Source: an optimization exercise on an open RTL-to-GDS flow (aim: a short achievable clock period and few clock cycles). Production flows keep margins and buffers that such runs may drop. At most, simulation tests tie the RTL to the original design; equivalence was not proved. The clock input has no modelled driver; a real chip could not lean on it and would need a root buffer or a full tree. Power and IR drop assume default switching activity.

==> inputs of job 6943 <==
// nr_core
module nr_core (
    input  wire        clk,
    input  wire        rst,         
    input  wire        cmd_valid,
    output wire        cmd_ready,
    input  wire [11:0] cmd,
    output reg         rsp_valid,
    output reg         rsp_ok,
    output reg  [31:0] rsp_val
);
export LEC_CHECK = 0
export CAP_MARGIN = 20
export CORE_MARGIN = 2
export CORE_UTILIZATION = 60
export PLACE_DENSITY = 0.72
export SLEW_MARGIN = 20
export SYNTH_HIERARCHICAL = 1
export SYNTH_MINIMUM_KEEP_SIZE = 0
create_clock -name core_clock -period 22.0 [get_ports {clk}]
standard.sh (not shown) runs the stock make flow with config.mk's settings and CLKGATE_MAP_FILE= SYNTH_SCRIPT=/design/flow/synth_recipe.tcl, a recipe that flattens the netlist after the stock synthesis.
==> flow/flow/run.sh <==
#!/bin/bash
set -euo pipefail
FLOW=$PWD/flow
ARGS=(SETUP_SLACK_MARGIN=$(cat flow/margin.txt)
      "BUFFER_PORTS_ARGS=-buffer_cell sky130_fd_sc_hd__buf_4")
bash standard.sh "${ARGS[@]}" place > flow_place.log 2>&1
bash standard.sh "${ARGS[@]}" RUN_SCRIPT=$FLOW/cts_own.tcl RUN_LOG_NAME_STEM=4_1_cts_own run \
  > flow_cts.log 2>&1
bash standard.sh "${ARGS[@]}" finish > flow_finish.log 2>&1
==> flow/flow/clock_buffers.txt <==
4 2
Other scripts of this flow, unchanged in this note and not shown: flow/flow/cts_own.tcl, flow/flow/margin.txt, flow/flow/tree.tcl
==> job 9166 (differences from job 6943) <==
--- a/flow/design.v
+++ b/flow/design.v
@@ -11,27 +11,26 @@
     localparam [31:0] CRC_INIT = 32'hFFFFFFFF;
     localparam [31:0] CRC_POLY = 32'hEDB88320;
     reg [31:0] crc_r;    
     reg [16:0] key_r;    
     reg        kv_r;     
     reg        rst_q;    
     reg        cmd_qv;   
     reg [11:0] cmd_q;    
-    reg [7:0]  crc_x;    
     reg [19:0] fold_s;   
     reg [19:0] fold_c;   
     assign cmd_ready = 1'b1;
     function [31:0] absorb;
-        input [23:0] r;
-        input [7:0]  x;
+        input [31:0] r;
+        input [7:0]  b;
         integer i;
         reg [31:0] t;
         begin
-            t = {r, x};
+            t = r ^ {24'd0, b};
             for (i = 0; i < 8; i = i + 1)
                 t = t[0] ? ((t >> 1) ^ CRC_POLY) : (t >> 1);
             absorb = t;
         end
     endfunction
     function [20:0] ks_add;
         input [20:0] a;
         input [20:0] b;
@@ -172,17 +171,17 @@
                 default: fold_t2 = 17'd0;
             endcase
         end
     endfunction
     wire ex_init = cmd_qv & (cmd_q == 12'h100);
     wire ex_byte = cmd_qv & (cmd_q[11:8] == 4'h2);
     wire ex_fold = cmd_qv & (cmd_q == 12'h300);
     wire [31:0] crc_next = (rst_q | ex_init) ? CRC_INIT :
-                           ex_byte ? absorb(crc_r[31:8], crc_x) : crc_r;
+                           ex_byte ? absorb(crc_r, cmd_q[7:0]) : crc_r;
     wire [31:0] fx = crc_next ^ 32'hFFFF5555;
     wire [19:0] fa0 = {3'b000, fx[16:0]};
     wire [19:0] fa1 = {3'b000, fold_t0(fx[21:17])};
     wire [19:0] fa2 = {3'b000, fold_t1(fx[26:22])};
     wire [19:0] fa3 = {3'b000, fold_t2(fx[31:27])};
     wire [19:0] fs1 = fa0 ^ fa1 ^ fa2;
     wire [19:0] fc1 = {(fa0[18:0] & fa1[18:0]) | (fa0[18:0] & fa2[18:0]) |
                        (fa1[18:0] & fa2[18:0]), 1'b0};
@@ -210,73 +209,65 @@
                            fd2[20] ? fd2[16:0] :
                            fd1[20] ? fd1[16:0] : fd0[16:0];
     wire        kv_eff  = (kv_r & ~rst_q) | ex_fold;
     wire [16:0] key_eff = ex_fold ? fold_key : key_r;
     always @(posedge clk) begin
         rst_q  <= rst;
         cmd_qv <= cmd_valid & ~rst;
         cmd_q  <= cmd;
-        crc_x  <= crc_next[7:0] ^ cmd[7:0];
         crc_r  <= crc_next;
         fold_s <= fs2;
         fold_c <= fc2;
         kv_r   <= kv_eff;
         if (ex_fold)
             key_r <= fold_key;
     end
     wire        ok_n;
     wire [31:0] val_n;
     wire [16:0] kk   = key_eff & {17{kv_eff}};
     wire [31:0] ncrc = ~crc_next;
-    wire nop2, nop_bad, nop_imm, err3, nok_g;
-    nr_opdec u_opdec (.op(cmd[11:8]), .kv(kv_eff), .nop2(nop2), .nop_bad(nop_bad),
-                      .nop_imm(nop_imm), .err3(err3), .nok_g(nok_g));
+    wire op2, op_bad, op_imm, err3, ok_g;
+    nr_opdec u_opdec (.op(cmd[11:8]), .kv(kv_eff), .op2(op2), .op_bad(op_bad),
+                      .op_imm(op_imm), .err3(err3), .ok_g(ok_g));
     genvar gi, gj;
     generate
         for (gi = 0; gi < 5; gi = gi + 1) begin : g_grp
-            wire n01, n23, n45, n67, imm_nz, imm_z, n9b, n89b;
+            wire n01, n23, n45, n67, imm_nz, n9b, n89b;
             nr_nor2  u_n01 (.a(cmd[0]), .b(cmd[1]), .y(n01));
             nr_nor2  u_n23 (.a(cmd[2]), .b(cmd[3]), .y(n23));
             nr_nor2  u_n45 (.a(cmd[4]), .b(cmd[5]), .y(n45));
             nr_nor2  u_n67 (.a(cmd[6]), .b(cmd[7]), .y(n67));
             nr_nand4 u_nz  (.a(n01), .b(n23), .c(n45), .d(n67), .y(imm_nz));
-            if (gi == 0) begin : g_z
-                nr_and4 u_z (.a(n01), .b(n23), .c(n45), .d(n67), .y(imm_z));
-            end else begin : g_noz
-                assign imm_z = 1'b0;
-            end
             nr_nor2  u_n9b (.a(cmd[9]), .b(cmd[11]), .y(n9b));
             nr_nor3  u_n89b(.a(cmd[8]), .b(cmd[9]), .c(cmd[11]), .y(n89b));
             if (gi < 4) begin : g_val
                 for (gj = 0; gj < 8; gj = gj + 1) begin : g_bit
                     localparam integer B = gi * 8 + gj;
                     wire q;
                     if (B >= 17) begin : g_c
                         nr_nand3 u_q  (.a(n89b), .b(cmd[10]), .c(ncrc[B]), .y(q));
                         nr_nor2  u_y  (.a(imm_nz), .b(q), .y(val_n[B]));
                     end else begin : g_k
                         wire m;
                         nr_mux2  u_m  (.s(cmd[8]), .a(ncrc[B]), .b(kk[B]), .y(m));
+                        nr_nand3 u_q  (.a(n9b), .b(cmd[10]), .c(m), .y(q));
                         if (B >= 2) begin : g_plain
-                            nr_nand3 u_q (.a(n9b), .b(cmd[10]), .c(m), .y(q));
-                            nr_nor2  u_y (.a(imm_nz), .b(q), .y(val_n[B]));
-                        end else begin : g_low
-                            nr_a31oi u_q (.a1(n9b), .a2(cmd[10]), .a3(m), .b1(err3), .y(q));
-                            if (B == 0) begin : g_b0
-                                nr_o21ai u_y (.a1(imm_nz), .a2(q), .b1(nop_bad), .y(val_n[B]));
-                            end else begin : g_b1
-                                nr_o22ai u_y (.a1(imm_nz), .a2(q), .b1(imm_z), .b2(nop_imm),
-                                              .y(val_n[B]));
-                            end
+                            nr_nor2 u_y (.a(imm_nz), .b(q), .y(val_n[B]));
+                        end else if (B == 0) begin : g_b0
+                            nr_val0 u_y (.imm_nz(imm_nz), .q(q), .op_bad(op_bad),
+                                         .err3(err3), .y(val_n[B]));
+                        end else begin : g_b1
+                            nr_val1 u_y (.imm_nz(imm_nz), .q(q), .op_imm(op_imm),
+                                         .err3(err3), .y(val_n[B]));
                         end
                     end
                 end
             end else begin : g_ok
-                nr_o21ai u_ok (.a1(imm_nz), .a2(nok_g), .b1(nop2), .y(ok_n));
+                nr_ok u_ok (.imm_nz(imm_nz), .op2(op2), .ok_g(ok_g), .y(ok_n));
             end
         end
     endgenerate
     always @(posedge clk) begin
         rsp_valid <= cmd_valid & ~rst;
         rsp_ok    <= ok_n;
         rsp_val   <= val_n;
     end
@@ -291,32 +282,30 @@
     assign y = ~(a & b & c);
 endmodule
 module nr_nand4 (input wire a, input wire b, input wire c, input wire d, output wire y);
     assign y = ~(a & b & c & d);
 endmodule
 module nr_mux2 (input wire s, input wire a, input wire b, output wire y);
     assign y = s ? b : a;
 endmodule
-module nr_opdec (input wire [3:0] op, input wire kv, output wire nop2,
-                 output wire nop_bad, output wire nop_imm, output wire err3,
-                 output wire nok_g);
+module nr_opdec (input wire [3:0] op, input wire kv, output wire op2,
+                 output wire op_bad, output wire op_imm, output wire err3,
+                 output wire ok_g);
     wire op5 = (op == 4'h5);
     wire op_ok = (op == 4'h1) | (op == 4'h3) | (op == 4'h4);
-    wire op2 = (op == 4'h2);
-    assign nop2    = ~op2;
-    assign nop_imm = ~(op_ok | op5);
-    assign nop_bad = ~nop_imm | op2;
-    assign err3    = op5 & ~kv;
-    assign nok_g   = ~(op_ok | (op5 & kv));
-endmodule
-module nr_and4 (input wire a, input wire b, input wire c, input wire d, output wire y);
-    assign y = a & b & c & d;
-endmodule
-module nr_a31oi (input wire a1, input wire a2, input wire a3, input wire b1, output wire y);
-    assign y = ~((a1 & a2 & a3) | b1);
-endmodule
-module nr_o21ai (input wire a1, input wire a2, input wire b1, output wire y);
-    assign y = ~((a1 | a2) & b1);
+    assign op2    = (op == 4'h2);
+    assign op_imm = op_ok | op5;
+    assign op_bad = ~(op_imm | op2);
+    assign err3   = op5 & ~kv;
+    assign ok_g   = op_ok | (op5 & kv);
+endmodule
+module nr_val0 (input wire imm_nz, input wire q, input wire op_bad, input wire err3,
+                output wire y);
+    assign y = op_bad | (~imm_nz & (~q | err3));
+endmodule
+module nr_val1 (input wire imm_nz, input wire q, input wire op_imm, input wire err3,
+                output wire y);
+    assign y = imm_nz ? op_imm : (~q | err3);
 endmodule
-module nr_o22ai (input wire a1, input wire a2, input wire b1, input wire b2, output wire y);
-    assign y = ~((a1 | a2) & (b1 | b2));
+module nr_ok (input wire imm_nz, input wire op2, input wire ok_g, output wire y);
+    assign y = op2 | (~imm_nz & ok_g);
 endmodule
==> flow/flow/clock_buffers.txt (replaced) <==
4 1
==> comparison table <==
	job 6943	job 9166
Power attributed to sequential cells	0.000260 W	0.000243 W
Well tap count	234	229
Power density cells	63.04 nW/µm²	56.01 nW/µm²
Post-detailed-placement cell area	11770 µm²	11500 µm²
Syn avg cell area	8.228 µm²	8.264 µm²
Effective utilization at floorplan	61.13%	61.30%
Outcome	complete, no violations	complete, no violations
Sequential portion of the cell area	21.94%	20.91%
DR iter-0 viols	1031	811
Total routing resource utilization after global routing	32.76%	29.81%
P&R area growth vs syn	8.937%	10.87%
Slew of the pin with the lowest slew margin	0.9451 ns	0.8325 ns
Number of cells produced by synthesis	1385	1337
Part of the Yosys area used for sequential elements	23.54%	22.83%
Testbench counts of job 9166, summed over its fixed seeds: cycles 3,528.
For job 6943, only the layout was checked, not whether the RTL still works. No run of this note takes its clock network from TritonCTS; it comes from the design's own scripts or RTL.

==> separate check: timing with driven ports <==
The results above use ideal ports. As a check the final layouts listed here were re-extracted and re-timed, cells and wires unchanged.
Step 1 assumes that a clkbuf_16 drives the clock port and a buf_2 every other input.
Step 2 moves the port delays by t, midway between the first and last clock arrival at a register: inputs arrive t later, outputs are due t later. That takes back most of the time a late clock gives input paths.
Three values: ideal ports, drivers, drivers and shift; two values: the first two.
run	shift t [ns]	setup slack, ns	worst setup path after step 2	worst slew at a driven data input, ns
job 6943	0.364	16.854 / 16.759 / 16.617	input to register	0.16
job 9166	0.268	16.922 / 16.807 / 16.539	input to register	0.23
After both steps every run listed still meets setup and hold. For job 9166, which loses most, drivers alone change the setup slack by -0.115 ns; drivers and shift together by -0.383 ns.
